What follows belongs to an exercise in optimizing a design on an open flow for small area, a short achievable clock period and few clock cycles per item; a production flow would make more cautious choices.
The RTL was checked by simulation tests, not by an equivalence proof against the original design.

## flow/design.v (module list and top-level ports; edited modules follow where they fit)
// module mul53_tree: 4279 lines
// module fp64_mul: 113 lines
// module fp64_add: 128 lines
// module lzc64: 37 lines
// module inc53: 14 lines
// module kwf: 169 lines
module kwf (
    input  wire        clk,
    input  wire        rst,
    input  wire        cfg_we,
    input  wire [2:0]  cfg_addr,
    input  wire [63:0] cfg_wdata,
    input  wire        clr,
    input  wire        in_valid,
    output reg         in_ready,
    input  wire [1:0]  in_ch,
    input  wire [63:0] in_x,
    output reg         out_valid,
    output reg  [1:0]  out_ch,
    output reg  [63:0] out_y
);
  // ...
==> flow/flow/run.sh <==
#!/bin/bash
# Standard layout (the standard.sh), with timing repair asked to aim
# for a much larger setup slack than the 30 ns clock needs, and ABC's
# buffers removed so that the resizer rebuffers the netlist.
set -e
cat >> config.mk <<'CFG'
export SETUP_SLACK_MARGIN = 23
export REMOVE_ABC_BUFFERS = 1
CFG
bash standard.sh > standard.log 2>&1
==> flow/standard.sh <==
#!/bin/bash
# synth_recipe.tcl (not shown) runs the flow's synth.tcl, then flattens the netlist and writes it again
# the make line also repeats each setting of config.mk as NAME=value (left out here)
make -C /OpenROAD-flow-scripts/flow DESIGN_CONFIG=/design/flow/config.mk WORK_HOME=/design/flow/orfs CLKGATE_MAP_FILE= SYNTH_SCRIPT=/design/flow/synth_recipe.tcl "${@:-finish}"
==> flow/config.mk <==
export PLATFORM = sky130hd
export DESIGN_NAME = kwf
export DESIGN_NICKNAME = kwf
export VERILOG_FILES = /design/flow/design.v
export SDC_FILE = /design/flow/constraint.sdc
export NUM_CORES = 8
export LEC_CHECK = 0
export CAP_MARGIN = 25
export CELL_PAD_IN_SITES_DETAIL_PLACEMENT = 1
export CELL_PAD_IN_SITES_GLOBAL_PLACEMENT = 1
export CORE_MARGIN = 2
export CORE_UTILIZATION = 40
export CTS_CLUSTER_DIAMETER = 174
export CTS_CLUSTER_SIZE = 18
export SLEW_MARGIN = 25
export SETUP_SLACK_MARGIN = 23
export REMOVE_ABC_BUFFERS = 1
==> flow/constraint.sdc <==
create_clock -name core_clock -period 30.0 [get_ports {clk}]
set_input_delay 6.0000 -clock core_clock [delete_from_list [all_inputs] [get_ports {clk}]]
set_output_delay 6.0000 -clock core_clock [all_outputs]
set_load 0.01 [all_outputs]
==> key figures, run 1 <==
Outcome
  – Status: timing/DRC/antenna clean

Cells and area
  – Top cell category: multi-input gates
  – Layout Nets: between 30000 and 40000
  – NonClk Buf Share: between 4 and 5%
  – Seq Cell Count: 3260

Critical path
  – End of the critical path: out_y[36]
  – Required @ worst endpoint: about 24000 ps
  – Max stage delay on crit path: approximately 520 ps
  – Crit path from: out_y[36]

Logic synthesis
  – Synth area leader: fa_1
  – Post-synth EDFFs: roughly 1200
  – Syn Std Cell Area: around 320000 sq um

Timing
  – Fin. Hold Viols: 0

Clock tree
  – TritonCTS clock tree: built
  – Num CTS Buffers: ~210

Route
  – DRT antenna net count: 0
  – Final WL: 1740 mm
  – Iteration-0 DRC Markers: a little under 40000

Placed design
  – Pre-CTS setup slack: ~19000 ps

Floorplanning
  – Tap cells: 10800
  – Die area: 819000 sq um
Testbench counts, summed over its fixed seeds: cycles 14,494, items 4,800.
==> run 2: changes to the inputs <==
--- a/flow/config.mk
+++ b/flow/config.mk
@@ -11,6 +11,4 @@
 export CORE_MARGIN = 2
 export CORE_UTILIZATION = 40
-export CTS_CLUSTER_DIAMETER = 174
-export CTS_CLUSTER_SIZE = 18
 export SLEW_MARGIN = 25
 export SETUP_SLACK_MARGIN = 23
==> key figures, run 2 <==
Placed design
  – Placed wire-length estimate: 1240 mm
  – GPL Wtd Cong: slightly above 1
  – IO Port Bufs: roughly 200

Logic synthesis
  – Async SR Flop Fraction: 0%
  – Mapped Cells: about 36000
  – Syn avg cell area: just over 9 sq um
  – Most frequent cells after synthesis: 3483 x xnor2_1, 2919 x a22oi_1, 2766 x inv_1
  – Syn Std Cell Area: 325000 sq um (unchanged)
  – Share of the synthesized area in the top cell type: between 10% and 20%
  – Synth cell types: roughly 120
  – Synth area leader: fa_1
  – Synth Flop Type: dfxtp_1
  – Synth top area cells: fa_1 16%, dfxtp_1 13%, edfxtp_1 11%
  – Synth Warn #: 8
  – Post-synth EDFFs: 1232 (unchanged)
  – Most common cell in the netlist: xnor2_1
  – Sequential fraction of the synthesis area: approximately a quarter
  – Number of synthesized register bits: 3260

Timing
  – Final setup violation count: 0
  – Max Slew Vio Count: 0
  – Clock skew: 117 ps
  – Worst-Margin Slew: 1220 ps
  – Hold slack: 316 ps
  – Final period utilization: between 20% and 30%
  – Max-slew headroom: 18.5%
  – Fin. Hold Viols: 0 (unchanged)
  – Final Critical Period: a little under 8000 ps
  – RSZ-0062 raised after global routing: yes
  – Setup tns final: 0 ps
  – Peak Freq: 0.129 GHz

Critical path
  – Critical path start-end classification: reg2out
  – Arr. time, crit path: around 1700 ps
  – Startpoint Class: flop
  – Worst Path Buf+Inv: 1
  – Crit. End Element: output port
  – Critical path's slowest cell: dfxtp_4
  – Crit path max-delay family: flip-flops
  – Max stage delay on crit path: 490 ps (-30 ps)
  – Reg2reg setup slack: between 20000 and 25000 ps
  – Crit path cell chain: buf_6
  – Required @ worst endpoint: 24000 ps (about the same)
  – Crit-path max FO: 2

Route
  – Number of remaining DRC errors: 0
  – Final WL: 1750 mm (+0.50%)
  – Via count: just over 300k
  – Iteration-0 DRC Markers: 38800 (+0.52%)
  – Average vias per placed instance: ~6.6
  – DRT antenna net count: 0 (unchanged)
  – Drt first pass iters: 10
  – WL/cell: between 30 and 40 um

Cells and area
  – Fin util: 44.8%
  – Area of the multi-input gates: 231000 sq um
  – Most frequent cells in the layout: 3449 x xnor2_1, 2910 x a22oi_1, 2731 x inv_1
  – P&R area growth vs syn: 11.8%
  – Leading cell type in the layout, fill and taps excluded: xnor2_1
  – Share of cells above drive strength 1: 12.2%
  – Fill cells: about 91000
  – Layout Nets: 38800 (+0.56%)
  – FF+latch area: 77900 sq um

Global route
  – Pin count of the biggest net entering global routing: 100
  – Grt met3 use: 12.9%
  – Vias in the first global route: 309000
  – Antenna violations before repair: between 150 and 200
  – M2 GR Usage: roughly three fifths
  – Met1 Usage GRT: 52.1%
  – First-pass GRT wire length: 2410 mm
  – Grt ovf: 0
  – GRT busiest layer: met2
  – Tot GR Track Use: between 40% and 50%

Floorplanning
  – Die area: 819000 sq um (unchanged)
  – Die Y: 905 um
  – Area of the core: 811000 sq um
  – Initial core utilization: approximately 40%
  – Die X: slightly above 900 um
  – Rows: 331
  – I/O pins: between 200 and 250

Clock tree
  – Clock sinks: roughly 3300
  – Num CTS Buffers: 390 (+84%)
  – TritonCTS clock tree: built
  – Max clock buf depth: 4
  – CTS Hold Bufs: 0
  – CTS Root Cell: clkbuf_16
  – H-tree levels: 5
  – Clk latency of the worst-skew pair: about 1100 ps
  – Worst-path clk slew: 60 ps

Job
  – MaxCap Viol Count: 0

Outcome
  – Status: timing/DRC/antenna clean

Hold path
  – Min-Delay Path Class: reg2reg
[run 2: cell types whose count changed in the layout (fill, tap and decap cells not counted), sizes merged]
| cell | change |
|---|---|
| a221o | +1 |
| buf | +31 |
| bufbuf | -2 |
| inv | +17 |
| diode | +13 |
| clkbuf | +196 |
| clkinvlp | +25 |
| clkinv | +120 |
| bufinv | +44 |
[run 2: metal layers]
metal / routed length, um / vias up
li1: - / 124000
met1: 681000 / 156000
met2: 719000 / 19100
met3: 199000 / 5872
met4: 148000 / 68
met5: 542 / -
[run 2: what timing repair did]
item / 4_1_cts / 5_1_grt
gates resized for setup: 1057 / 519
gates cloned: 32 / 26
setup endpoints to repair: 824 / 621
hold endpoints to repair: 0 / 0
pin swaps: 64 / 108
setup buffers: 166 / 164
[run 2: final timing paths]
path,startpoint,to,cells past startpoint
max,out_y[34],out_y[34],1
min,u_m1.s2_nan,u_m1.s3_nan,0
max reg2reg,ib_ch[0],u_a1.s2_al[0],25
min reg2reg,u_m1.s2_nan,u_m1.s3_nan,0
[run 2: cells by family after synthesis]
| group | after synthesis | share of synthesized area (%) |
|---|---|---|
| AOI/OAI and AO/OA | 9673 | 20.0 |
| xor gates and xnor gates | 3858 | 10.4 |
| adders and majority gates | 3905 | 21.0 |
| buffers and inverters | 5734 | 6.67 |
| DFF | 3260 | 23.9 |
| muxes | 1878 | 7.58 |
| and+or+nand+nor | 7335 | 10.4 |
[run 2: through the flow]
| stage | instance area (sq um) | worst slack [ps] | std cells |
|---|---|---|---|
| final | 363000 | 22270 | 46000 |
| after detailed placement | 340000 | 19220 | 44800 |
| after global routing | 363000 | 22240 | 46000 |
| after CTS | 358000 | 22200 | 45700 |
| after global placement | 339000 | 18860 | 44700 |
| after floorplan | 314000 | 5700 | 32700 |
[run 2: cell type report]
type	count	share of cell area, %
multi-input combinational	26700	63.7
timing repair buffer	1582	4.23
inverter	2822	2.95
tap	10800	3.73
clock inverter	243	0.879
sequential	3260	21.5
antenna	157	0.108
clock buffer	491	2.95
[run 2: worst reg2reg max path, stage by stage, from the launching register on]
cell	delay, ps
edfxtp_1	400
buf_12	160
buf_12	160
buf_4	160
bufbuf_16	310
bufbuf_16	420
mux2_2	390
a21oi_1	510
o21ai_0	280
buf_4	310
inv_1	360
nand2_1	220
nor3_1	460
nand4_1	430
a211oi_1	320
a21oi_1	100
o21ai_1	410
o21ai_0	220
ha_1	280
nor3_1	270
xor2_1	130
ha_1	360
a21o_1	190
a2111oi_0	420
o21ai_0	190
nand3_1	110
==> run 3: changes to the inputs <==
--- a/flow/config.mk
+++ b/flow/config.mk
@@ -6,10 +6,12 @@
 export NUM_CORES = 8
 export LEC_CHECK = 0
-export CAP_MARGIN = 25
+export CAP_MARGIN = 20
 export CELL_PAD_IN_SITES_DETAIL_PLACEMENT = 1
 export CELL_PAD_IN_SITES_GLOBAL_PLACEMENT = 1
 export CORE_MARGIN = 2
 export CORE_UTILIZATION = 40
-export SLEW_MARGIN = 25
+export CTS_CLUSTER_DIAMETER = 174
+export CTS_CLUSTER_SIZE = 18
+export SLEW_MARGIN = 20
 export SETUP_SLACK_MARGIN = 23
 export REMOVE_ABC_BUFFERS = 1
==> key figures, run 3 <==
Route
  – Iteration-0 DRC Markers: 38400 (-1.1%)
  – Via count: 302000 (-0.97%)
  – DRT antenna net count: 0 (unchanged)
  – Number of remaining DRC errors: 0 (unchanged)
  – WL/cell: 38.2 um (+0.59%)
  – Final WL: 1740 mm (-0.45%)
  – Drt first pass iters: 9 (-1)
  – Average vias per placed instance: 6.62 (about the same)

Timing
  – Fin. Hold Viols: 0 (unchanged)
  – Max-slew headroom: 12.0% (-6.5 points)
  – Clock skew: 163 ps (+45.5 ps)
  – Final period utilization: 25.6% (-0.13 points)
  – RSZ-0062 raised after global routing: yes
  – Max Slew Vio Count: 0 (unchanged)
  – Peak Freq: 0.130 GHz (+0.50%)
  – Worst-Margin Slew: 1320 ps (+98.9 ps)
  – Setup tns final: 0 ps (unchanged)
  – Final Critical Period: 7690 ps (-38.2 ps)
  – Final setup violation count: 0 (unchanged)

Critical path
  – Arr. time, crit path: 1690 ps (-40 ps)
  – Crit-path max FO: 2 (unchanged)
  – Crit path max-delay family: flip-flops
  – Worst Path Buf+Inv: 1 (unchanged)
  – Crit. End Element: output port
  – Critical path's slowest cell: dfxtp_4
  – Required @ worst endpoint: 24000 ps (about the same)
  – Startpoint Class: flop
  – Crit path cell chain: buf_6
  – Max stage delay on crit path: 450 ps (-40 ps)
  – Critical path start-end classification: reg2out

Global route
  – Grt ovf: 0 (unchanged)
  – Antenna violations before repair: 149 (-17%)
  – Vias in the first global route: 307000 (-0.83%)
  – Tot GR Track Use: 40.7% (-0.13 points)
  – First-pass GRT wire length: 2400 mm (-0.38%)
  – Pin count of the biggest net entering global routing: 100 (unchanged)

Floorplanning
  – Die area: 819000 sq um (unchanged)
  – I/O pins: 206 (unchanged)
  – Rows: 331 (unchanged)
  – Initial core utilization: 40.0% (unchanged)
  – Die X: 905 um (unchanged)
  – Area of the core: 811000 sq um (unchanged)
  – Die Y: 905 um (unchanged)

Cells and area
  – Layout Nets: 38500 (-0.62%)
  – Leading cell type in the layout, fill and taps excluded: xnor2_1
  – Fin util: 43.7% (-1.0 points)
  – Share of cells above drive strength 1: 10.9% (-1.3 points)
  – Most frequent cells in the layout: 3451 x xnor2_1, 2919 x a22oi_1, 2736 x inv_1
  – P&R area growth vs syn: 9.16%

Hold path
  – Min-Delay Path Class: reg2reg

Logic synthesis
  – Sequential fraction of the synthesis area: 23.9% (unchanged)
  – Syn avg cell area: 9.11 sq um (unchanged)
  – Share of the synthesized area in the top cell type: 16.0% (unchanged)
  – Most common cell in the netlist: xnor2_1
  – Synth area leader: fa_1
  – Post-synth EDFFs: 1232 (unchanged)
  – Synth cell types: 124 (unchanged)
  – Syn Std Cell Area: 325000 sq um (unchanged)
  – Number of synthesized register bits: 3260 (unchanged)
  – Async SR Flop Fraction: 0% (unchanged)
  – Synth Warn #: 8 (unchanged)
  – Mapped Cells: 35600 (unchanged)
  – Synth Flop Type: dfxtp_1
  – Most frequent cells after synthesis: 3483 x xnor2_1, 2919 x a22oi_1, 2766 x inv_1
  – Synth top area cells: fa_1 16%, dfxtp_1 13%, edfxtp_1 11%

Clock tree
  – Worst-path clk slew: 90 ps (+30 ps)
  – TritonCTS clock tree: built
  – H-tree levels: 4 (-1)
  – Clk latency of the worst-skew pair: 1150 ps (+20 ps)
  – Max clock buf depth: 4 (unchanged)
  – CTS Root Cell: clkbuf_16
  – Num CTS Buffers: 211 (-46%)
  – CTS Hold Bufs: 0 (unchanged)
  – Clock sinks: 3260 (unchanged)

Outcome
  – Status: timing/DRC/antenna clean

Placed design
  – IO Port Bufs: 205 (unchanged)
  – GPL Wtd Cong: 1.01 (unchanged)
  – Placed wire-length estimate: 1240 mm (about the same)

Job
  – MaxCap Viol Count: 0 (unchanged)
-- run 3: cell counts after synthesis --
No cell type changed its count.
-- run 3: final cells by class --
cell class                      count  area [sq um]
Tap cell                        10800         13500
Clock buffer                      301          5630
Inverter                         2822         10700
Fill cell                       91800        456000
Antenna cell                      140           350
Multi-Input combinational cell  26700        231000
Clock inverter                     36           551
Sequential cell                  3260         77900
Timing Repair Buffer             1521         14800
-- run 3: per-layer routing --
layer | part of all wire, % | track usage [%]
met4 | 8.2 | 25.9
met1 | 39 | 52.4
met5 | 0.031 | 0.156
met2 | 41 | 59.5
met3 | 11 | 12.2
-- run 3: path summary, 6_finish.rpt --
path                                      end  slack, ps  cells past startpoint         start
worst max-delay path                 out_y[3]      22310                      1      out_y[3]
worst min-delay path             u_m2.s3_e[9]        330                      0  u_m2.s2_e[9]
worst max register to register  u_a1.s2_al[0]      22330                     24      ib_ch[0]
worst min register to register   u_m2.s3_e[9]        330                      0  u_m2.s2_e[9]
-- run 3: repair_timing --
| item | in CTS | in global routing |
|---|---|---|
| endpoints found under the setup margin | 843 | 620 |
| pin swaps | 59 | 89 |
| resized for setup | 1059 | 479 |
| cloned | 34 | 21 |
| setup buffers | 143 | 134 |
-- run 3: kinds of logic (layout without fill, tap and decap cells) --
family                   after synthesis  count (layout)  synth area share, %
other                                  0             140                    0
adder cells (fa/ha/maj)             3905            3905                 21.0
multiplexers                        1878            1878                 7.58
flip-flops                          3260            3260                 23.9
buffers and inverters               5734            4680                 6.67
AO/OA/AOI/OAI                       9673            9677                 20.0
AND/OR/NAND/NOR                     7335            7342                 10.4
XOR/XNOR                            3858            3858                 10.4
-- run 3: worst reg2reg max path: cells and delay by family, from the launching register on --
family | cells | cell delay, ps
XOR/XNOR | 1 | 220
AO/OA/AOI/OAI | 9 | 2810
AND/OR/NAND/NOR | 5 | 1450
flip-flops | 1 | 410
multiplexers | 1 | 400
adder cells (fa/ha/maj) | 2 | 570
buffers and inverters | 6 | 1770
-- run 3: metrics by stage --
stage | worst slack [ps] | area, sq um | std cells | hold WS [ps]
detailed placement | 19190 | 339000 | 44800 | 313
global placement | 18860 | 339000 | 44700 | 310
global route | 22280 | 354000 | 45500 | 336
CTS | 22250 | 351000 | 45300 | 328
finish | 22310 | 355000 | 45600 | 326
floorplan | 5700 | 314000 | 32700 | 310

-- afterwards: timing with drivers on the ports --
How much do the figures lean on ideal ports? The routed layouts below were timed once more, with nothing changed but the port constraints. Step 1: set_driving_cell puts a clkbuf_16 on clk and a buf_2 on each other input, an assumption about the parent block. Step 2 also shifts input and output timing later by t, the mid clock arrival at the registers, as if the neighbouring blocks saw the same clock. Slacks: ideal ports / drivers / drivers and shift; pairs: ideal ports / drivers.
run	t, ns	slack for setup (ns)	hold slack, ns	worst setup path at the end	worst slew at a driven data input, ns
run 1	1.212	22.255 / 22.110 / 22.576	0.265 / 0.265 / 0.265	input to register	0.09
run 2	1.244	22.270 / 22.101 / 22.353	0.316 / 0.316 / 0.316	register to register	0.09
run 3	1.237	22.308 / 22.136 / 22.332	0.326 / 0.326 / 0.326	register to register	0.09
After both steps every run listed still meets setup and hold.
